Source: an optimization exercise on an open RTL-to-GDS flow (aim: small area, a short achievable clock period and few clock cycles per item). Production flows keep margins and buffers that such runs may drop. The RTL was checked by simulation tests, not by an equivalence proof against the original design.

$ cat design/flow/run.sh
#!/bin/bash
# synth_recipe.tcl (not shown) runs the flow's synth.tcl, then flattens the netlist and writes it again
# the make line also repeats each setting of config.mk as NAME=value (left out here)
make -C /OpenROAD-flow-scripts/flow DESIGN_CONFIG=/design/flow/config.mk WORK_HOME=/design/flow/orfs CLKGATE_MAP_FILE= SYNTH_SCRIPT=/design/flow/synth_recipe.tcl finish
$ cat design/flow/config.mk
export PLATFORM = sky130hd
export DESIGN_NAME = clip_os4
export DESIGN_NICKNAME = clip_os4
export VERILOG_FILES = /design/flow/design.v
export SDC_FILE = /design/flow/constraint.sdc
export NUM_CORES = 4
export LEC_CHECK = 0
export CAP_MARGIN = 20
export CORE_MARGIN = 2
export CORE_UTILIZATION = 40
export SLEW_MARGIN = 20
$ cat design/flow/constraint.sdc
create_clock -name core_clock -period 50.0 [get_ports {clk}]
set_input_delay 10.0000 -clock core_clock [delete_from_list [all_inputs] [get_ports {clk}]]
set_output_delay 10.0000 -clock core_clock [all_outputs]
set_load 0.01 [all_outputs]
$ cat design/flow/design.v
module fp_dbl (
    input  wire [31:0] v,
    output reg  [31:0] y
);
    always @(*) begin
        if ((&v[30:23]) && (|v[22:0]))
            y = 32'h7FC00000;
        else if (&v[30:23])
            y = v;
        else if (v[30:23] == 8'd0)
            y = {v[31], v[29:0], 1'b0};
        else if (v[30:23] == 8'd254)
            y = {v[31], 31'h7F800000};
        else
            y = {v[31], v[30:23] + 8'd1, v[22:0]};
    end
endmodule
module fp_coef (
    input  wire [31:0] h,
    output reg  [44:0] c
);
    wire [25:0] m = {2'b00, 1'b1, h[22:0]};
    integer i;
    reg b2, b1, b0;
    always @(*) begin
        c[44:36] = h[31:23];
        for (i = 0; i < 12; i = i + 1) begin
            b2 = m[2*i+1];
            b1 = m[2*i];
            b0 = (i == 0) ? 1'b0 : m[2*i-1];
            c[3*i+2] = b2 & ~(b1 & b0);                           
            c[3*i+1] = (b2 & ~b1 & ~b0) | (~b2 & b1 & b0);        
            c[3*i]   = b1 ^ b0;                                   
        end
    end
endmodule
module fp_mul1 (
    input  wire [31:0]  x,
    input  wire [44:0]  hc,
    output wire [67:0]  m
);
    wire        hx     = |x[30:23];
    wire        x_nan  = (&x[30:23]) & (|x[22:0]);
    wire        x_inf  = (&x[30:23]) & ~(|x[22:0]);
    wire        x_zero = ~hx & ~(|x[22:0]);
    wire        sy     = x[31] ^ hc[44];
    wire [23:0] mx     = {hx, x[22:0]};
    wire [7:0]  ex     = {x[30:24], x[23] | ~hx};
    wire [9:0]  etop   = {2'b00, ex} + {2'b00, hc[43:36]} - 10'd126;
    reg  [47:0] r [0:13];
    reg  [24:0] sel;
    integer i;
    always @(*) begin
        for (i = 0; i < 12; i = i + 1) begin
            sel  = ({25{hc[3*i]}} & {1'b0, mx}) | ({25{hc[3*i+1]}} & {mx, 1'b0});
            r[i] = {22'd0, ~hc[3*i+2], sel ^ {25{hc[3*i+2]}}} << (2*i);
            if (i > 0) r[i][2*i-2] = hc[3*i-1];
        end
        r[12] = {mx, 24'd0};
        r[12][22] = hc[35];
        r[13] = 48'h555556000000;
    end
    function [95:0] csa;
        input [47:0] a, b, c;
        csa = {a ^ b ^ c, ((a & b) | (a & c) | (b & c)) << 1};
    endfunction
    wire [95:0] l1a = csa(r[0], r[1], r[2]);
    wire [95:0] l1b = csa(r[3], r[4], r[5]);
    wire [95:0] l1c = csa(r[6], r[7], r[8]);
    wire [95:0] l1d = csa(r[9], r[10], r[11]);
    wire [95:0] l2a = csa(l1a[95:48], l1a[47:0], l1b[95:48]);
    wire [95:0] l2b = csa(l1b[47:0], l1c[95:48], l1c[47:0]);
    wire [95:0] l2c = csa(l1d[95:48], l1d[47:0], r[12]);
    wire [95:0] l3a = csa(l2a[95:48], l2a[47:0], l2b[95:48]);
    wire [95:0] l3b = csa(l2b[47:0], l2c[95:48], l2c[47:0]);
    wire [95:0] l4a = csa(l3a[95:48], l3a[47:0], l3b[95:48]);
    wire [95:0] l5a = csa(l4a[95:48], l4a[47:0], l3b[47:0]);
    wire [95:0] l6a = csa(l5a[95:48], l5a[47:0], r[13]);
    wire [47:0] ps   = l6a[95:48];
    wire [47:0] pc   = l6a[47:0];
    wire [22:0] lo   = {1'b0, ps[21:0]} + {1'b0, pc[21:0]};
    wire [21:0] zx   = ps[21:0] ^ pc[21:0];
    wire [21:0] zo   = {ps[20:0] | pc[20:0], 1'b0};
    wire        lonz = |(zx ^ zo);
    assign m = {x_nan, x_inf, x_zero, sy, etop, ps[47:22], pc[47:22], lo[22], lonz};
endmodule
module fp_mul2 (
    input  wire [67:0]  m,
    output reg  [31:0]  y
);
    wire        x_nan  = m[67];
    wire        x_inf  = m[66];
    wire        x_zero = m[65];
    wire        sy     = m[64];
    wire [9:0]  etop   = m[63:54];
    wire [25:0] hi     = m[53:28] + m[27:2] + {25'd0, m[1]};
    wire        lonz   = m[0];
    wire        rsh  = etop[9] | (etop == 10'd0);
    wire [3:0]  ramt = 4'd1 - etop[3:0];              
    wire        lsh  = ~hi[25] & ~rsh & (etop != 10'd1);
    reg  [32:0] n;
    reg         xst;
    reg  [8:0]  eres;
    always @(*) begin
        xst = 1'b0;
        if (rsh) begin
            n    = {hi, 7'd0} >> ramt;
            xst  = |({hi, 7'd0} & ~(33'h1FFFFFFFF << ramt));
            eres = 9'd1;
        end else if (lsh) begin
            n    = {hi[24:0], 8'd0};
            eres = etop[8:0] - 9'd1;
        end else begin
            n    = {hi, 7'd0};
            eres = etop[8:0];
        end
    end
    wire [23:0] frac  = n[32:9];
    wire        guard = n[8];
    wire        stk   = xst | (|n[7:0]) | lonz;
    wire        inc   = guard & (stk | frac[0]);
    wire [30:0] pm    = {eres[7:0] - 8'd1, 23'd0} + {7'd0, frac} + {30'd0, inc};
    always @(*) begin
        if (x_nan)
            y = 32'h7FC00000;
        else if (x_inf)
            y = {sy, 31'h7F800000};
        else if (x_zero)
            y = {sy, 31'd0};
        else
            y = {sy, pm};
    end
endmodule
module fp_mul (
    input  wire [31:0] x,
    input  wire [44:0] hc,
    output wire [31:0] y
);
    wire [67:0] m;
    fp_mul1 u1 (.x(x), .hc(hc), .m(m));
    fp_mul2 u2 (.m(m), .y(y));
endmodule
module fp_add1 (
    input  wire [31:0] a,
    input  wire [31:0] b,
    output wire [40:0] s
);
    wire a_max = &a[30:23];
    wire b_max = &b[30:23];
    wire a_nan = a_max & (|a[22:0]);
    wire b_nan = b_max & (|b[22:0]);
    wire a_inf = a_max & ~(|a[22:0]);
    wire b_inf = b_max & ~(|b[22:0]);
    wire nan = a_nan | b_nan | (a_inf & b_inf & (a[31] ^ b[31]));
    wire inf = a_inf | b_inf;
    wire inf_sign = a_inf ? a[31] : b[31];
    wire        swap = b[30:0] > a[30:0];
    wire [31:0] big  = swap ? b : a;
    wire [31:0] sml  = swap ? a : b;
    wire        hb = |big[30:23];
    wire        hs = |sml[30:23];
    wire [7:0]  eb = {big[30:24], big[23] | ~hb};
    wire [7:0]  es = {sml[30:24], sml[23] | ~hs};
    wire [23:0] mb = {hb, big[22:0]};
    wire [23:0] ms = {hs, sml[22:0]};
    wire [7:0]  ea1 = {a[30:24], a[23] | ~(|a[30:23])};
    wire [7:0]  eb1 = {b[30:24], b[23] | ~(|b[30:23])};
    wire [7:0]  dab = ea1 - eb1;
    wire [7:0]  dba = eb1 - ea1;
    wire [7:0]  d   = swap ? dba : dab;
    wire [4:0]  dd    = (d > 8'd26) ? 5'd27 : d[4:0];
    wire [26:0] msx   = {ms, 3'b000};
    wire [26:0] ms_al = msx >> dd;
    wire [26:0] mask  = ~(27'h7FFFFFF << dd);
    wire        st    = |(msx & mask);
    wire        sub   = big[31] ^ sml[31];
    wire [27:0] ms_st = {1'b0, ms_al[26:1], ms_al[0] | st};
    wire [27:0] mbx   = {1'b0, mb, 3'b000};
    wire [27:0] sum   = mbx + (ms_st ^ {28{sub}}) + {27'd0, sub};
    assign s = {nan, inf, inf_sign, a[31] & b[31], big[31], eb, sum};
endmodule
module fp_add2 (
    input  wire [40:0] s,
    output reg  [31:0] y
);
    wire        nan      = s[40];
    wire        inf      = s[39];
    wire        inf_sign = s[38];
    wire        zsign    = s[37];
    wire        sign     = s[36];
    wire [7:0]  eb       = s[35:28];
    wire [27:0] sum      = s[27:0];
    reg  [4:0]  lz;
    integer i;
    always @(*) begin
        lz = 5'd28;
        for (i = 0; i < 28; i = i + 1)
            if (sum[i]) lz = 27 - i;
    end
    wire [8:0]  etop = {1'b0, eb} + 9'd1;
    wire        lim  = {4'd0, lz} >= etop;           
    wire [4:0]  sh   = lim ? eb[4:0] : lz;           
    wire [8:0]  eres = lim ? 9'd1 : etop - {4'd0, lz};
    wire [27:0] nm   = sum << sh;
    wire [23:0] frac  = nm[27:4];
    wire        guard = nm[3];
    wire        stk   = |nm[2:0];
    wire        inc   = guard & (stk | frac[0]);
    wire [31:0] pm    = {eres - 9'd1, 23'd0} + {8'd0, frac} + {31'd0, inc};
    always @(*) begin
        if (nan)
            y = 32'h7FC00000;
        else if (inf)
            y = {inf_sign, 31'h7F800000};
        else if (sum == 28'd0)
            y = {zsign, 31'd0};
        else if (pm[31] || (&pm[30:23]))
            y = {sign, 31'h7F800000};
        else
            y = {sign, pm[30:0]};
    end
endmodule
module fp_add (
    input  wire [31:0] a,
    input  wire [31:0] b,
    output wire [31:0] y
);
    wire [40:0] s;
    fp_add1 u1 (.a(a), .b(b), .s(s));
    fp_add2 u2 (.s(s), .y(y));
endmodule
module clip_os4 (
    input  wire        clk,
    input  wire        rst,
    input  wire        in_valid,
    output wire        in_ready,
    input  wire [31:0] in_data,
    input  wire        in_dcb,
    output reg         out_valid,
    output reg  [31:0] out_data
);
    localparam [31:0] DC_COEF = 32'h3F7F5C29;
    function [31:0] h2;
        input [3:0] i;
        case (i)
            4'd0:    h2 = 32'h3B55B602;
            4'd1:    h2 = 32'h3BF9D017;
            4'd2:    h2 = 32'hBCB715DF;
            4'd3:    h2 = 32'hBD5E6592;
            4'd4:    h2 = 32'h3E00BFEA;
            4'd5:    h2 = 32'h3EE14B6F;
            4'd6:    h2 = 32'h3EE14B6F;
            4'd7:    h2 = 32'h3E00BFEA;
            4'd8:    h2 = 32'hBD5E6592;
            4'd9:    h2 = 32'hBCB715DF;
            4'd10:   h2 = 32'h3BF9D017;
            default: h2 = 32'h3B55B602;
        endcase
    endfunction
    function [31:0] h4;
        input [2:0] i;
        case (i)
            3'd0:    h4 = 32'hBBA93946;
            3'd1:    h4 = 32'hBCBB7422;
            3'd2:    h4 = 32'h3DC627D4;
            3'd3:    h4 = 32'h3EDCD232;
            3'd4:    h4 = 32'h3EDCD232;
            3'd5:    h4 = 32'h3DC627D4;
            3'd6:    h4 = 32'hBCBB7422;
            default: h4 = 32'hBBA93946;
        endcase
    endfunction
    localparam [1:0] AS_ZERO = 2'd0;    
    localparam [1:0] AS_R    = 2'd1;    
    localparam [1:0] AS_ALT  = 2'd2;    
    localparam [1:0] T_NONE = 2'd0;
    localparam [1:0] T_1    = 2'd1;
    localparam [1:0] T_2    = 2'd2;
    reg        rst_q;
    reg  [2:0] g;
    wire [2:0] kA = g;            
    wire [2:0] kB = g - 3'd1;     
    wire [2:0] kC = g - 3'd5;     
    wire [2:0] kD = g - 3'd2;     
    always @(posedge clk) begin
        rst_q <= rst;
        if (rst_q) g <= 3'd0;
        else       g <= g + 3'd1;
    end
    reg bA, bB, bC, bD;
    wire [2:0] g_n = rst_q ? 3'd0 : g + 3'd1;
    always @(posedge clk) begin
        bA <= (g_n == 3'd7);     
        bB <= (g_n == 3'd0);     
        bC <= (g_n == 3'd4);     
        bD <= (g_n == 3'd1);     
    end
    reg  [31:0] tA1, hA1, tA2, hA2, tB1, hB1, tB2, hB2;
    reg  [31:0] tC1, hC1, tC2, hC2, tD1, hD1, tD2, hD2;
    reg  [4:0]  cA1, cA2, cB1, cB2, cC1, cC2, cD1, cD2;    
    wire [31:0] rA1, rA2, rB1, rB2, rC1, rC2, rD1, rD2, nD1, nD2;
    wire [1:0]  qA1, qA2, qB1, qB2, qC1, qC2, qD1, qD2;    
    wire [1:0]  pD1, pD2;                                  
    reg  [31:0] x_dc;      
    reg  [31:0] x_z1, y_z1;
    fp_eng eA1 (.clk(clk), .rst(rst_q), .x(tA1), .h(hA1), .ctl(cA1), .alt_b(x_dc),
                .alt_a({~x_z1[31], x_z1[30:0]}), .r_next(), .r(rA1), .t3(), .t4(qA1));
    fp_eng eA2 (.clk(clk), .rst(rst_q), .x(tA2), .h(hA2), .ctl(cA2), .alt_b(32'd0),
                .alt_a(32'd0), .r_next(), .r(rA2), .t3(), .t4(qA2));
    fp_eng eB1 (.clk(clk), .rst(rst_q), .x(tB1), .h(hB1), .ctl(cB1), .alt_b(32'd0),
                .alt_a(32'd0), .r_next(), .r(rB1), .t3(), .t4(qB1));
    fp_eng eB2 (.clk(clk), .rst(rst_q), .x(tB2), .h(hB2), .ctl(cB2), .alt_b(32'd0),
                .alt_a(32'd0), .r_next(), .r(rB2), .t3(), .t4(qB2));
    fp_eng eC1 (.clk(clk), .rst(rst_q), .x(tC1), .h(hC1), .ctl(cC1), .alt_b(32'd0),
                .alt_a(32'd0), .r_next(), .r(rC1), .t3(), .t4(qC1));
    fp_eng eC2 (.clk(clk), .rst(rst_q), .x(tC2), .h(hC2), .ctl(cC2), .alt_b(32'd0),
                .alt_a(32'd0), .r_next(), .r(rC2), .t3(), .t4(qC2));
    fp_eng eD1 (.clk(clk), .rst(rst_q), .x(tD1), .h(hD1), .ctl(cD1), .alt_b(32'd0),
                .alt_a(32'd0), .r_next(nD1), .r(rD1), .t3(pD1), .t4(qD1));
    fp_eng eD2 (.clk(clk), .rst(rst_q), .x(tD2), .h(hD2), .ctl(cD2), .alt_b(32'd0),
                .alt_a(32'd0), .r_next(nD2), .r(rD2), .t3(pD2), .t4(qD2));
    wire [31:0] dA1, dA2, dB1, dB2;
    fp_dbl uA1 (.v(rA1), .y(dA1));
    fp_dbl uA2 (.v(rA2), .y(dA2));
    fp_dbl uB1 (.v(rB1), .y(dB1));
    fp_dbl uB2 (.v(rB2), .y(dB2));
    reg [31:0] s0 [0:6];     
    reg [6:0]  v0;
    reg [31:0] s1 [0:4];     
    reg [4:0]  v1;
    reg [31:0] s2 [0:13];    
    reg [13:0] v2;
    reg [31:0] s3 [0:15];    
    reg [15:0] v3;
    reg [31:0] e_sv, o_sv;    
    reg        eo_v;
    reg [31:0] y0_sv, y2_sv;  
    reg [31:0] d0_sv, d1_sv;
    reg        d_v;
    reg        rdy;           
    reg [31:0] in_q;          
    reg        in_dcb_q;
    reg        acc_q;         
    reg        x_full;        
    reg [31:0] x_in;
    reg        x_dcb;
    reg        dc_v, dc_dcb;      
    reg [31:0] x_dc2;             
    reg        dc2_dcb;
    reg [31:0] x_nx;              
    reg        x_nx_v;
    reg        b_v;               
    reg [1:0]  stA0, stA1, stC0, stC1;
    reg        shA, shC;
    reg [1:0]  stD [0:3];
    reg [1:0]  cnD [0:3];
    assign in_ready = rdy;
    reg [1:0]  stA0_b, stA1_b, stC0_b, stC1_b;
    reg [1:0]  stD_b [0:3];
    reg [1:0]  cnD_b [0:3];
    reg        fr;
    wire       push_c = (qB2 == T_2);    
    integer    qq;
    always @(*) begin
        stA0_b = (stA0 == 2'd1) ? 2'd2 : 2'd0;
        stA1_b = (stA1 == 2'd1) ? 2'd2 : 2'd0;
        if (x_nx_v) begin
            if (stA0 != 2'd1) stA0_b = 2'd1;
            else              stA1_b = 2'd1;
        end
        stC0_b = (stC0 == 2'd1) ? 2'd2 : 2'd0;
        stC1_b = (stC1 == 2'd1) ? 2'd2 : 2'd0;
        if (push_c) begin
            if (stC0 != 2'd1) stC0_b = 2'd1;
            else              stC1_b = 2'd1;
        end
        fr = d_v;
        for (qq = 0; qq < 4; qq = qq + 1) begin
            if (stD[qq] == 2'd0 || stD[qq] == 2'd3) begin
                stD_b[qq] = 2'd0;
                cnD_b[qq] = cnD[qq];
                if (fr) begin
                    stD_b[qq] = 2'd1;
                    cnD_b[qq] = 2'd0;
                    fr = 1'b0;
                end
            end else begin
                stD_b[qq] = stD[qq] + 2'd1;
                cnD_b[qq] = cnD[qq] + {1'b0, d_v};
            end
        end
    end
    reg [2:0]  kAn, kBn, kCn, kDn;
    reg        L, Ld;
    reg [1:0]  j;
    reg [1:0]  sa0, sa1, sc0, sc1, stL;
    reg        sha, shc, dcv, bv;
    reg [1:0]  sd [0:3];
    reg [1:0]  cd [0:3];
    reg [3:0]  i3;
    reg [2:0]  nposA;  reg nactA, nyzA, ndcA;  reg [3:0] nhA1, nhA2;
    reg [2:0]  nposB;  reg nactB;              reg [2:0] nhB;
    reg [3:0]  nposC;  reg nactC;              reg [2:0] nhC;
    reg [3:0]  nposD1, nposD2; reg nactD1, nactD2; reg [3:0] nhD1, nhD2;
    reg [4:0]  ncA1, ncA2, ncB1, ncB2, ncC, ncD1, ncD2;
    reg [2:0]  posA;   reg actA, yzA, dcA;     reg [3:0] hiA1, hiA2;
    reg [2:0]  posB;   reg actB;               reg [2:0] hiB;
    reg [3:0]  posC;   reg actC;               reg [2:0] hiC;
    reg [3:0]  posD1, posD2; reg actD1, actD2; reg [3:0] hiD1, hiD2;
    reg [4:0]  ciA1, ciA2, ciB1, ciB2, ciC, ciD1, ciD2;
    always @(*) begin
        kAn = kA + 3'd1;
        kBn = kB + 3'd1;
        kCn = kC + 3'd1;
        kDn = kD + 3'd1;
        sa0 = bA ? stA0_b : stA0;
        sa1 = bA ? stA1_b : stA1;
        sha = bA ? x_nx_v : shA;
        dcv = bA ? x_full : dc_v;
        bv  = bB ? eo_v : b_v;
        sc0 = bC ? stC0_b : stC0;
        sc1 = bC ? stC1_b : stC1;
        shc = bC ? push_c : shC;
        for (qq = 0; qq < 4; qq = qq + 1) begin
            sd[qq] = bD ? stD_b[qq] : stD[qq];
            cd[qq] = bD ? cnD_b[qq] : cnD[qq];
        end
        L     = kAn[0];
        j     = kAn[2:1];
        stL   = L ? sa1 : sa0;
        Ld    = (sa0 == 2'd1);
        nposA = {1'b0, j};
        nactA = 1'b0;
        nyzA  = 1'b0;
        ndcA  = 1'b0;
        nhA1  = {j, 2'b00};
        nhA2  = {j, 2'b01};
        ncA1  = {T_NONE, 1'b0, AS_R};
        ncA2  = {T_NONE, 1'b0, AS_R};
        if (stL == 2'd1) begin
            nactA = 1'b1;
            nposA = {1'b0, j};
            nhA1  = {1'b0, j, 1'b0};
            nhA2  = {1'b0, j, 1'b1};
            ncA1  = {T_NONE, 1'b0, (j == 2'd0) ? AS_ZERO : AS_R};
            ncA2  = ncA1;
        end else if (stL == 2'd2 && !j[1]) begin
            nactA = 1'b1;
            nposA = {2'b10, j[0]} + {2'd0, sha};
            nhA1  = {2'b10, j[0], 1'b0};
            nhA2  = {2'b10, j[0], 1'b1};
            ncA1  = {j[0] ? T_1 : T_NONE, 1'b0, AS_R};
            ncA2  = ncA1;
        end
        if (L == Ld && j == 2'd2) begin
            ncA1 = {T_NONE, 1'b1, AS_ALT};
        end else if (L == Ld && j == 2'd3) begin
            nyzA = 1'b1;
            ndcA = 1'b1;
            ncA1 = {dcv ? T_2 : T_NONE, 1'b0, AS_R};
        end
        L     = kBn[0];
        j     = kBn[2:1];
        nposB = {1'b0, j};
        nactB = bv;
        nhB   = {j, L};
        ncB1  = {T_NONE, 1'b0, AS_R};
        if (bv)
            ncB1 = {(j == 2'd3) ? (L ? T_2 : T_1) : T_NONE, 1'b0, (j == 2'd0) ? AS_ZERO : AS_R};
        ncB2 = ncB1;
        L     = kCn[0];
        j     = kCn[2:1];
        stL   = L ? sc1 : sc0;
        nposC = {2'b00, j};
        nactC = 1'b0;
        nhC   = {1'b0, j};
        ncC   = {T_NONE, 1'b0, AS_R};
        if (stL == 2'd1) begin
            nactC = 1'b1;
            ncC   = {T_NONE, 1'b0, (j == 2'd0) ? AS_ZERO : AS_R};
        end else if (stL == 2'd2) begin
            nactC = 1'b1;
            nposC = {2'b01, j} + {1'b0, shc, 2'b00};
            nhC   = {1'b1, j};
            ncC   = {(j == 2'd3) ? T_1 : T_NONE, 1'b0, AS_R};
        end
        L      = kDn[0];
        j      = kDn[2:1];
        stL    = sd[{1'b0, L}];
        i3     = {stL - 2'd1, j};
        nactD1 = (stL != 2'd0);
        nposD1 = i3 + {2'b00, cd[{1'b0, L}], 1'b0};
        nhD1   = i3;
        ncD1   = {T_NONE, 1'b0, AS_R};
        if (stL != 2'd0)
            ncD1 = {(i3 == 4'd11) ? T_1 : T_NONE, 1'b0, (i3 == 4'd0) ? AS_ZERO : AS_R};
        stL    = sd[{1'b1, L}];
        i3     = {stL - 2'd1, j};
        nactD2 = (stL != 2'd0);
        nposD2 = i3 + {2'b00, cd[{1'b1, L}], 1'b0};
        nhD2   = i3;
        ncD2   = {T_NONE, 1'b0, AS_R};
        if (stL != 2'd0)
            ncD2 = {(i3 == 4'd11) ? T_1 : T_NONE, 1'b0, (i3 == 4'd0) ? AS_ZERO : AS_R};
    end
    always @(posedge clk) begin
        posA <= nposA; yzA <= nyzA; dcA <= ndcA; hiA1 <= nhA1; hiA2 <= nhA2;
        posB <= nposB; hiB <= nhB;
        posC <= nposC; hiC <= nhC;
        posD1 <= nposD1; posD2 <= nposD2; hiD1 <= nhD1; hiD2 <= nhD2;
        if (rst_q) begin
            actA <= 1'b0; actB <= 1'b0; actC <= 1'b0; actD1 <= 1'b0; actD2 <= 1'b0;
            ciA1 <= 5'd0; ciA2 <= 5'd0; ciB1 <= 5'd0; ciB2 <= 5'd0;
            ciC  <= 5'd0; ciD1 <= 5'd0; ciD2 <= 5'd0;
        end else begin
            actA <= nactA; actB <= nactB; actC <= nactC; actD1 <= nactD1; actD2 <= nactD2;
            ciA1 <= ncA1; ciA2 <= ncA2; ciB1 <= ncB1; ciB2 <= ncB2;
            ciC  <= ncC;  ciD1 <= ncD1; ciD2 <= ncD2;
        end
    end
    wire [3:0] posC1 = posC + 4'd2;
    always @(*) begin
        tA1 = yzA ? y_z1 : ((actA && v0[posA]) ? s0[posA] : 32'd0);
        tA2 = tA1;
        hA1 = dcA ? DC_COEF : h2(hiA1);
        hA2 = h2(hiA2);
        cA1 = ciA1;
        cA2 = ciA2;
        tB1 = (actB && v1[posB + 3'd1]) ? s1[posB + 3'd1] : 32'd0;
        tB2 = (actB && v1[posB]) ? s1[posB] : 32'd0;
        hB1 = h4(hiB);
        hB2 = h4(hiB);
        cB1 = ciB1;
        cB2 = ciB2;
        tC1 = (actC && v2[posC1]) ? s2[posC1] : 32'd0;
        tC2 = (actC && v2[posC]) ? s2[posC] : 32'd0;
        hC1 = h4(hiC);
        hC2 = h4(hiC);
        cC1 = ciC;
        cC2 = ciC;
        tD1 = (actD1 && v3[posD1]) ? s3[posD1] : 32'd0;
        tD2 = (actD2 && v3[posD2]) ? s3[posD2] : 32'd0;
        hD1 = h2(hiD1);
        hD2 = h2(hiD2);
        cD1 = ciD1;
        cD2 = ciD2;
    end
    wire busy_n = (in_valid && rdy) || acc_q || (x_full && !bA);
    always @(posedge clk) begin
        rdy      <= !rst && !(busy_n && !rst_q);
        in_q     <= in_data;
        in_dcb_q <= in_dcb;
        acc_q    <= in_valid && rdy && !rst_q;
    end
    integer q;
    always @(posedge clk) begin
        if (rst_q) begin
            x_full <= 1'b0;
            dc_v   <= 1'b0;
            x_nx_v <= 1'b0;
            v0     <= 7'd0;
            stA0   <= 2'd0;
            stA1   <= 2'd0;
            shA    <= 1'b0;
            x_z1   <= 32'd0;
            y_z1   <= 32'd0;
        end else begin
            if (acc_q) begin
                x_in   <= in_q;
                x_dcb  <= in_dcb_q;
                x_full <= 1'b1;
            end
            if (qA1 == T_2) begin
                x_nx_v <= 1'b1;
                if (dc2_dcb) begin
                    x_nx <= rA1;
                    y_z1 <= rA1;
                end else begin
                    x_nx <= x_dc2;
                end
            end
            if (bA) begin
                if (dc_v && dc_dcb) x_z1 <= x_dc;
                x_dc2   <= x_dc;
                dc2_dcb <= dc_dcb;
                dc_v    <= x_full;
                x_dc    <= x_in;
                dc_dcb  <= x_dcb;
                x_full  <= acc_q;
                x_nx_v  <= 1'b0;
                if (x_nx_v) begin
                    for (q = 6; q > 0; q = q - 1) s0[q] <= s0[q - 1];
                    s0[0] <= x_nx;
                    v0    <= {v0[5:0], 1'b1};
                end
                stA0 <= stA0_b;
                stA1 <= stA1_b;
                shA  <= x_nx_v;
            end
        end
    end
    always @(posedge clk) begin
        if (rst_q) begin
            eo_v <= 1'b0;
            b_v  <= 1'b0;
            d_v  <= 1'b0;
            v1   <= 5'd0;
            v2   <= 14'd0;
            v3   <= 16'd0;
            stC0 <= 2'd0;
            stC1 <= 2'd0;
            shC  <= 1'b0;
            for (q = 0; q < 4; q = q + 1) begin
                stD[q] <= 2'd0;
                cnD[q] <= 2'd0;
            end
        end else begin
            if (qA1 == T_1) begin
                e_sv <= dA1;
                o_sv <= dA2;
                eo_v <= 1'b1;
            end
            if (bB) begin
                b_v  <= eo_v;
                eo_v <= 1'b0;
                if (eo_v) begin
                    s1[0] <= o_sv;
                    s1[1] <= e_sv;
                    s1[2] <= s1[0];
                    s1[3] <= s1[1];
                    s1[4] <= s1[2];
                    v1    <= {v1[2:0], 2'b11};
                end
            end
            if (qB1 == T_1) begin
                y0_sv <= dB1;
                y2_sv <= dB2;
            end
            if (bC) begin
                if (push_c) begin
                    s2[0] <= dB2;
                    s2[1] <= y2_sv;
                    s2[2] <= dB1;
                    s2[3] <= y0_sv;
                    for (q = 13; q > 3; q = q - 1) s2[q] <= s2[q - 4];
                    v2    <= {v2[9:0], 4'b1111};
                end
                stC0 <= stC0_b;
                stC1 <= stC1_b;
                shC  <= push_c;
            end
            if (qC1 == T_1) begin
                d0_sv <= rC1;
                d1_sv <= rC2;
                d_v   <= 1'b1;
            end
            if (bD) begin
                d_v <= 1'b0;
                if (d_v) begin
                    s3[0] <= d1_sv;
                    s3[1] <= d0_sv;
                    for (q = 15; q > 1; q = q - 1) s3[q] <= s3[q - 2];
                    v3    <= {v3[13:0], 2'b11};
                end
                for (q = 0; q < 4; q = q + 1) begin
                    stD[q] <= stD_b[q];
                    cnD[q] <= cnD_b[q];
                end
            end
        end
    end
    always @(posedge clk) begin
        out_valid <= ((pD1 == T_1) || (pD2 == T_1)) && !rst && !rst_q;
        if (pD1 == T_1) out_data <= nD1;
        if (pD2 == T_1) out_data <= nD2;
    end
endmodule
module fp_eng (
    input  wire        clk,
    input  wire        rst,
    input  wire [31:0] x,
    input  wire [31:0] h,
    input  wire [4:0]  ctl,
    input  wire [31:0] alt_b,
    input  wire [31:0] alt_a,
    output wire [31:0] r_next,
    output reg  [31:0] r,
    output reg  [1:0]  t3,
    output reg  [1:0]  t4
);
    reg  [4:0]   c1, c2;
    wire [44:0]  hc;
    wire [67:0]  m_w;
    reg  [67:0]  m;
    fp_coef u_coef (.h(h), .c(hc));
    fp_mul1 u_mul1 (.x(x), .hc(hc), .m(m_w));
    wire [31:0]  p_w;
    reg  [31:0]  p;
    fp_mul2 u_mul2 (.m(m), .y(p_w));
    wire [1:0]  asel = c2[1:0];
    wire [31:0] a = (asel == 2'd0) ? 32'd0 : (asel == 2'd1) ? r : alt_a;
    wire [40:0] s_w;
    reg  [40:0] s;
    fp_add1 u_add1 (.a(a), .b(p), .s(s_w));
    wire [31:0] r_w;
    fp_add2 u_add2 (.s(s), .y(r_w));
    assign r_next = r_w;
    always @(posedge clk) begin
        m <= m_w;
        p <= c1[2] ? alt_b : p_w;
        s <= s_w;
        r <= r_w;
        if (rst) begin
            c1 <= 5'd0;
            c2 <= 5'd0;
            t3 <= 2'd0;
            t4 <= 2'd0;
        end else begin
            c1 <= ctl;
            c2 <= c1;
            t3 <= c2[4:3];
            t4 <= t3;
        end
    end
endmodule
==> summary.txt, run 1 <==
Die
The floorplan has ~340 rows. The region available for standard cell placement spans just over 800,000 sq um. The area of the die is 841,000 sq um. The height of the chip is around 920 um. 70 I/O pins were placed. The width of the die is 917 um. The initial utilization of the core area, before any placement, comes to 0.401.

Critical path
The family of cells with the greatest summed delay on the critical path is buffers and inverters. The number of buffer and inverter instances along the worst setup path is 1. The maximum fanout count along the critical path is 1. Traced cell by cell, the critical path runs through clkdlybuf4s50_1. The classification of the worst setup path is flip-flop to primary output.

The required arrival time at the worst endpoint is approximately 40,000 ps. The arrival time reported for the critical path endpoint is 1980 ps. STA classifies the critical path startpoint as a flip-flop. The largest single stage delay on the critical path is 560 ps. Among all stages on the critical path, the largest delay is contributed by sky130_fd_sc_hd__clkdlybuf4s50_1.

STA classifies the critical path endpoint as a primary output.

Global route
The met2 layer usage reported by global route is 0.432. For this run the aggregate overflow at the end of global routing stands at 0. The most heavily used metal layer in global routing is met2. The initial antenna violation count is 38. The first global-routing pass estimated 1830 mm of wire. The number of global-route vias before repair came to 291,317. The maximum number of pins on one net before global-route repair is 210. The global routing usage on met1 is 0.371.

The total global-route track usage is 0.276. For this run, global-route usage on met3 was measured as 0.0548.

Synth
Counting instances in the post-synthesis netlist gives the leading cell types as sky130_fd_sc_hd__inv_1 (3,544), sky130_fd_sc_hd__nand2_1 (3,519), sky130_fd_sc_hd__nor2_1 (2,851). The number of flops mapped to enable cells by yosys is 1,699. The number of distinct library cells after synthesis is between 100 and 150. Sorting the synthesized cells by area gives the leading types as sky130_fd_sc_hd__edfxtp_1 (15%), sky130_fd_sc_hd__fa_1 (12%), sky130_fd_sc_hd__dfxtp_1 (10%). The cell area after synthesis is around 330,000 sq um. The net count of the mapped netlist is 42,857. The primary flip-flop cell chosen by synthesis mapping is sky130_fd_sc_hd__edfxtp_1. After synthesis, the share of flip-flops with an asynchronous set or reset is 0. The synthesized area per cell is slightly below 9 sq um. The top cell type by total area after synthesis is sky130_fd_sc_hd__edfxtp_1. The register bit count reported by yosys is 3,361. The area fraction of the dominant cell type after synthesis is 0.153. Among all cell types in the netlist, the one instantiated most often is sky130_fd_sc_hd__inv_1. Of the synthesized area, sequential elements account for 0.253. The instance count of the mapped netlist is 38,486. For this run, the number of Yosys warnings is 18.

Placement
After legalization and detailed placement, the total HPWL measured about 880 mm. The number of input and output port buffers inserted is 69. Once placement finished, the instance area stood at 346,000 sq um. Timing analysis after detailed placement gives a worst setup slack of 39,120 ps. The global placer's final weighted congestion is 0.970.

Flow run
Across the run, the number of max-cap violations was 0.

STA
The final worst slack is 38,020 ps. Measured against its own limit, the worst slew margin works out to 0.186. The clock arrives with 152 ps of skew. The worst hold-check slack is 358 ps. The count of endpoints failing hold in the final timing report was 0. Setup repair after global routing left no endpoint under its margin. For the final routed database, the setup TNS stands at 0 ps. The final max-slew violation count is 0. Setup violations remaining at the end of the flow were counted as 0. The final critical-path share of the clock period is 0.240. Counting I/O delays and the setup requirement, the final critical path takes between 10,000 and 15,000 ps. For the pin with the worst max-slew slack, the measured transition is 1220 ps. The maximum clock frequency is 83.5 MHz.

Routing
Once detail routing completed, the nets flagged for antenna violations numbered 0. The first detailed-routing pass took 10 iterations. The average detailed-routed wire length per instance is around 25 um. The remaining routing DRC violations is 0. The routed layout has just under 300k vias. Dividing the detail-routed via count by the number of cells gives 6.11.

Wires add up to 1210 mm. The violation count after the first detailed-route iteration is 35,765.

Final layout
The share of post-route cells with drive strength above 1 is 0.0677. The summed area of non-filler cells in the final layout is between 300,000 and 400,000 sq um. The footprint of the flip-flops and latches is 84,300 sq um. The footprint of the multi-input gates is between 200,000 and 250,000 sq um. For this run, the post-layout net count is roughly 42,000. The filler cell count is a little over 80,000. The area growth from synthesis to final layout is 7.88%.

Clocking
The largest buffer count on any clock path is 4. The post-CTS clock slew at the launch and capture registers of the worst setup and hold paths is 60 ps. The number of levels in the clock H-tree is 5. The cell sitting at the root of the clock tree is a sky130_fd_sc_hd__clkbuf_16. The number of sinks handled by clock tree synthesis is around 3,400. The clock latency on the worst-skew pair is about 1100 ps. TritonCTS built the clock tree. The CTS buffer count is between 300 and 400. The total setup buffers inserted after CTS is 0. Buffers inserted to repair hold after CTS numbered 0. Post-CTS repair changed the size of 0 cells.

Run status
The run finished with no timing, DRC or antenna violations.

Min path
The worst hold path belongs to the class flip-flop to flip-flop.
-- worst register-to-register path: cells and delay by family (launching register included) --
kind            cells  cell delay, ps
simple gates       10            1460
fa+ha+maj           8            3030
flops               1             860
compound gates     14            2770
buf+inv             5            1920
-- state kept, by name (all words and copies together), names as in the netlist, 66 cells and up --
signal	flops
eD1.m	68
s0	224
s2	448
eB1.m	68
s3	512
eA2.m	67
eA1.m	66
s1	160
eD2.m	68
eB2.m	68
eC1.m	68
eC2.m	68
-- area by class of cell --
| cell class | instances | share of cell area |
|---|---|---|
| Inverter | 3629 | 0.0379 |
| Multi-Input combinational cell | 28979 | 0.633 |
| Tap cell | 11121 | 0.0387 |
| Timing Repair Buffer | 890 | 0.0192 |
| Sequential cell | 3361 | 0.234 |
| Clock buffer | 477 | 0.0292 |
| Antenna cell | 20 | 0.000139 |
| Clock inverter | 238 | 0.00782 |
-- metal layers --
layer / vias up / wire length (um)
met5: - / 146
met4: 22 / 63000
met3: 3185 / 117000
met2: 15787 / 534000
met1: 144983 / 500000
li1: 133860 / -
-- path summary, 6_finish.rpt --
check | from | endpoint | slack (ps) | cells past startpoint
worst min-delay path | y0_sv[12] | s2[3][12] | 360 | 0
worst max register to register | hiB[1] | eC1.m[1] | 39790 | 37
worst min register to register | y0_sv[12] | s2[3][12] | 360 | 0
worst max-delay path | out_data[5] | out_data[5] | 38020 | 1
-- logic make-up (layout without fill, tap and decap cells) --
logic type	Yosys count	count (layout)	synth area share
AND/OR/NAND/NOR	10309	10309	0.143
AO/OA/AOI/OAI	10089	10089	0.203
XOR/XNOR	3083	3083	0.0809
multiplexers	1161	1161	0.0419
buffers and inverters	6146	5234	0.0699
flip-flops	3361	3361	0.253
adder cells (fa/ha/maj)	4337	4337	0.209
other	0	20	0
-- layout by cell type, fill, tap and decap left out, types with 303 or more instances in the layout --
| master | n |
|---|---|
| sky130_fd_sc_hd__nor2b_1 | 306 |
| sky130_fd_sc_hd__inv_1 | 3534 |
| sky130_fd_sc_hd__dfxtp_1 | 1645 |
| sky130_fd_sc_hd__clkbuf_16 | 397 |
| sky130_fd_sc_hd__edfxtp_1 | 1699 |
| sky130_fd_sc_hd__buf_4 | 815 |
| sky130_fd_sc_hd__nand4_1 | 351 |
| sky130_fd_sc_hd__nor3_1 | 615 |
| sky130_fd_sc_hd__o22ai_1 | 325 |
| sky130_fd_sc_hd__nor4_1 | 344 |
| sky130_fd_sc_hd__a211oi_1 | 366 |
| sky130_fd_sc_hd__xnor2_1 | 2382 |
| sky130_fd_sc_hd__nand2_1 | 3511 |
| sky130_fd_sc_hd__a22oi_1 | 1977 |
| sky130_fd_sc_hd__nor2_1 | 2787 |
| sky130_fd_sc_hd__nand3_1 | 779 |
| sky130_fd_sc_hd__mux2i_1 | 718 |
| sky130_fd_sc_hd__o21ai_0 | 1870 |
| sky130_fd_sc_hd__a221oi_1 | 399 |
| sky130_fd_sc_hd__ha_1 | 2269 |
| sky130_fd_sc_hd__fa_1 | 2055 |
| sky130_fd_sc_hd__a21o_1 | 387 |
| sky130_fd_sc_hd__xor2_1 | 686 |
| sky130_fd_sc_hd__a21oi_1 | 2128 |
| sky130_fd_sc_hd__a31oi_1 | 303 |
-- per-stage QoR --
step                      cells   util
final                     48715  0.433
after global routing      48700  0.433
after CTS                 48690  0.433
after detailed placement  47975  0.417
after global placement    47975  0.417
after floorplan           38486      -
Testbench counts, summed over its fixed seeds: cycles 26,344, items 3,200.
==> run 2: changes to the inputs <==
==> design/flow/flow/run.sh (new file) <==
#!/bin/bash
# The standard layout (the standard.sh: standard synthesis, floorplan,
# placement, CTS, routing, finish) with one change: the buffer that global
# placement puts on every input and output port is sky130_fd_sc_hd__buf_4
# instead of the resizer's own pick (a slow clkdlybuf4s50_1), which sits
# on the paths from the inputs and to the outputs.
set -e
export BUFFER_PORTS_ARGS="-buffer_cell sky130_fd_sc_hd__buf_4"
bash standard.sh > standard.log 2>&1
==> design/flow/standard.sh (new file) <==
#!/bin/bash
# synth_recipe.tcl (not shown) runs the flow's synth.tcl, then flattens the netlist and writes it again
# the make line also repeats each setting of config.mk as NAME=value (left out here)
make -C /OpenROAD-flow-scripts/flow DESIGN_CONFIG=/design/flow/config.mk WORK_HOME=/design/flow/orfs CLKGATE_MAP_FILE= SYNTH_SCRIPT=/design/flow/synth_recipe.tcl "${@:-finish}"
removed: design/flow/run.sh
==> summary.txt, run 2 <==
Run status
Run status: timing/DRC/antenna clean (unchanged).

Synth
The cell area after synthesis was 334,000 sq um (unchanged). The most common cell in the netlist was sky130_fd_sc_hd__inv_1 (unchanged). The number of flops mapped to enable cells by yosys is 1,699 (unchanged). The register bit count reported by yosys is 3,361 (unchanged). The number of distinct library cells after synthesis was 125 (unchanged). The top cell type by total area after synthesis is sky130_fd_sc_hd__edfxtp_1 (unchanged).

The instance count of the mapped netlist came to 38,486 (unchanged). The net count of the mapped netlist is 42,857 (unchanged). The share of flip-flops with an asynchronous set or reset is 0 (unchanged). The post-synthesis sequential area ratio is 0.253 (unchanged).

Largest cells by area after synthesis: sky130_fd_sc_hd__edfxtp_1 (15%), sky130_fd_sc_hd__fa_1 (12%), sky130_fd_sc_hd__dfxtp_1 (10%) (unchanged). The area fraction of the dominant cell type after synthesis is 0.153 (unchanged). The number of warnings issued by yosys was 18 (unchanged). Post-synth top cells: sky130_fd_sc_hd__inv_1 (3,544), sky130_fd_sc_hd__nand2_1 (3,519), sky130_fd_sc_hd__nor2_1 (2,851) (unchanged). The primary flip-flop cell chosen by synthesis mapping is sky130_fd_sc_hd__edfxtp_1 (unchanged). The synthesized area per cell is 8.67 sq um (unchanged).

Final layout
The footprint of the multi-input gates came to 228,000 sq um (about the same). The footprint of the flip-flops and latches is 84,300 sq um (unchanged). The summed area of non-filler cells in the final layout is 360,000 sq um (about the same).

The share of post-route cells with drive strength above 1 is 0.0696 (was 0.0677). The area growth from synthesis to final layout is 7.88% (about the same). The flip-flop count of the largest register after layout came to 512 (unchanged). The largest register by flop count was s3 (unchanged).

Leading cell types in the layout, fill and taps excluded: sky130_fd_sc_hd__inv_1 (3,536), sky130_fd_sc_hd__nand2_1 (3,512), sky130_fd_sc_hd__nor2_1 (2,788), sky130_fd_sc_hd__xnor2_1 (2,382), sky130_fd_sc_hd__ha_1 (2,271) (was sky130_fd_sc_hd__inv_1 (3,534), sky130_fd_sc_hd__nand2_1 (3,511), sky130_fd_sc_hd__nor2_1 (2,787), sky130_fd_sc_hd__xnor2_1 (2,382), sky130_fd_sc_hd__ha_1 (2,269)). Top Registers: s3: 512 flops, s2: 448 flops, s0: 224 flops (unchanged). The filler cell count is 81,439 (was 81,527). The most common cell after layout, fill and taps aside was sky130_fd_sc_hd__inv_1 (unchanged).

The net total in the final layout is 41,618 (was 41,615).

STA
The worst max-slew margin expressed relative to the limit is 0.165 (was 0.186). The final-layout setup total negative slack was 0 ps (unchanged). RSZ-0062 raised after global routing: false (unchanged). The final max-slew violation count came to 0 (unchanged).

The post-route minimum period is 11,570 ps (was 11,980 ps). The number of setup violations in the final report was 0 (unchanged). The clock skew was 127 ps (was 152 ps). The transition time at the pin with the least slew margin is 1240 ps (was 1220 ps). The count of endpoints failing hold in the final timing report is 0 (unchanged).

The final critical-path share of the clock period is 0.231 (was 0.240). The worst hold-check slack is 351 ps (was 358 ps). The maximum clock frequency was 86.4 MHz (was 83.5 MHz).

Die
The area inside the core boundary is 832,000 sq um (unchanged). The number of cell rows came to 335 (unchanged). The width of the die was 917 um (unchanged).

The area of the die is 841,000 sq um (unchanged). The starting density of the core came to 0.401 (unchanged). The height of the chip is 917 um (unchanged). The number of primary I/O pins was 70 (unchanged).

Clocking
The largest buffer count on any clock path came to 4 (unchanged). The CTS buffer count is 387 (was 383). The clock root buffer master is sky130_fd_sc_hd__clkbuf_16 (unchanged). The post-CTS clock slew at the launch and capture registers of the worst setup and hold paths was 60 ps (about the same). The count of instances resized after the clock tree is built is 0 (unchanged). The total setup buffers inserted after CTS is 0 (unchanged). The CTS tree is done (unchanged). The clock latency on the worst-skew pair is 1110 ps (about the same). The count of hold buffers inserted by post-cts repair is 0 (unchanged).

The number of levels in the clock H-tree is 5 (unchanged). The number of sinks handled by clock tree synthesis was 3,361 (unchanged).

Critical path
The startpoint of the most critical setup path is out_data[6] (was out_data[5]). The critical register-to-register path startpoint is eD2.s[1] (was hiB[1]). The startpoint type of the worst setup path is a flip-flop (unchanged). The sort of element at the end of the critical path is a primary output (unchanged). The arrival time reported for the critical path endpoint was 1570 ps (was 1980 ps). The critical path's largest stage delay is 380 ps (was 560 ps). The maximum fanout count along the critical path is 1 (unchanged). The slack of the worst reg-to-reg path came to 39,680 ps (was 39,790 ps).

The path depth of the worst reg2reg path is 33 (was 37). The number of buffer and inverter instances along the worst setup path is 1 (unchanged). The cell with the largest stage delay on the worst path is sky130_fd_sc_hd__edfxtp_1 (was sky130_fd_sc_hd__clkdlybuf4s50_1).

CP Cell Sequence: buf_4 (was clkdlybuf4s50_1). The family of cells with the greatest summed delay on the critical path is flip-flops (was buffers and inverters). The required arrival time at the worst endpoint was 40,000 ps (about the same). The timing endpoint of the critical path is out_data[6] (was out_data[5]). The worst reg2reg path endpoint is out_data[0] (was eC1.m[1]). The number of logic stages on the critical path including buffering was 1 (unchanged). The classification of the worst setup path is flip-flop to primary output (unchanged).

Routing
The per-cell via count in the routed design is 6.13 (was 6.11). The wire length after detailed routing is 1220 mm (was 1210 mm). The number of iterations in the first detailed-routing pass came to 9 (was 10). The violation count after the first detailed-route iteration is 36,638 (was 35,765). The average detailed-routed wire length per instance is 25.1 um (was 24.9 um).

The remaining routing DRC violations was 0 (unchanged). The count of antenna-violating nets left after detailed routing is 0 (unchanged). The total number of vias came to 298,880 (was 297,837).

Placement
The half-perimeter wire length after placement is 890 mm (was 885 mm). The global placer's final weighted congestion came to 0.957 (was 0.970). The number of input and output port buffers inserted is 69 (unchanged). The cell area reported after detailed placement is 346,000 sq um (about the same).

Global route
The initial antenna violation count is 36 (was 38). The total global-route track usage is 0.278 (was 0.276). The number of global-route vias before repair came to 290,343 (was 291,317).

The remaining global-route overflow was 0 (unchanged). The maximum number of pins on one net before global-route repair is 183 (was 210). The wire length of the first global-routing pass came to 1840 mm (was 1830 mm).

Flow run
The number of violations of the max-capacitance limit came to 0 (unchanged).

Min path
The path category of the worst min-delay check was flip-flop to flip-flop (unchanged).
[run 2: how the worst min path moves through the flow]
| stage | start | endpoint | slack (ps) | cells after the start |
|---|---|---|---|---|
| floorplan | g[2] | posB[1] | 330 | 0 |
| global placement | in_q[6] | x_in[6] | 390 | 0 |
| detailed placement | in_q[11] | x_in[11] | 390 | 0 |
| CTS | d0_sv[19] | s3[1][19] | 360 | 0 |
| global route | d0_sv[19] | s3[1][19] | 350 | 0 |
| finish | d0_sv[19] | s3[1][19] | 350 | 0 |
[run 2: cell type report]
type                    instances  area share
diodes                         28    0.000195
clock inverters               250     0.00831
well taps                   11121      0.0387
repair buffers                889      0.0187
flip-flops and latches       3361       0.234
clock buffers                 476      0.0291
inverters                    3629      0.0379
multi-input cells           28979       0.633
[run 2: logic make-up after synthesis]
logic type | count (synthesis) | synth area share
compound gates | 10089 | 0.203
xor+xnor | 3083 | 0.0809
fa+ha+maj | 4337 | 0.209
buf+inv | 6146 | 0.0699
flops | 3361 | 0.253
mux | 1161 | 0.0419
simple gates | 10309 | 0.143
[run 2: metrics by stage]
stage          setup slack (ps)   util  std cells
2_1_floorplan             26040      -      38486
3_3_place_gp              39490  0.416      47976
3_5_place_dp              39470  0.416      47976
4_1_cts                   38350  0.433      48702
5_1_grt                   38360  0.433      48719
6_report                  38430  0.433      48733
[run 2: metal layers]
layer | part of all wire | global-route usage | vias up
met2 | 0.44 | 0.434 | 16230
met4 | 0.049 | 0.115 | 34
li1 | - | - | 133899
met5 | 0.00020 | 0 | -
met1 | 0.41 | 0.377 | 145555
met3 | 0.097 | 0.0541 | 3162

[afterwards: timing with drivers on the ports]
No port has a modelled driver above. Below, the same layouts with a new extraction and two added sets of constraints. Step 1 assumes that a clkbuf_16 drives the clock port and a buf_2 every other input. Step 2, shift: input delay + t, output delay - t, t = (earliest + latest rising clock arrival at the registers) / 2. This alone moves slack from input paths to output paths. Slacks: ideal / step 1 / step 2; pairs: ideal / step 1.
run | t, ns | setup WS [ns] | latest minus earliest clock arrival (ns)
run 1 | 1.187 | 38.024 / 37.877 / 39.064 | 0.156 / 0.156
run 2 | 1.192 | 38.430 / 38.287 / 39.479 | 0.137 / 0.137
After both steps every run listed still meets setup and hold.
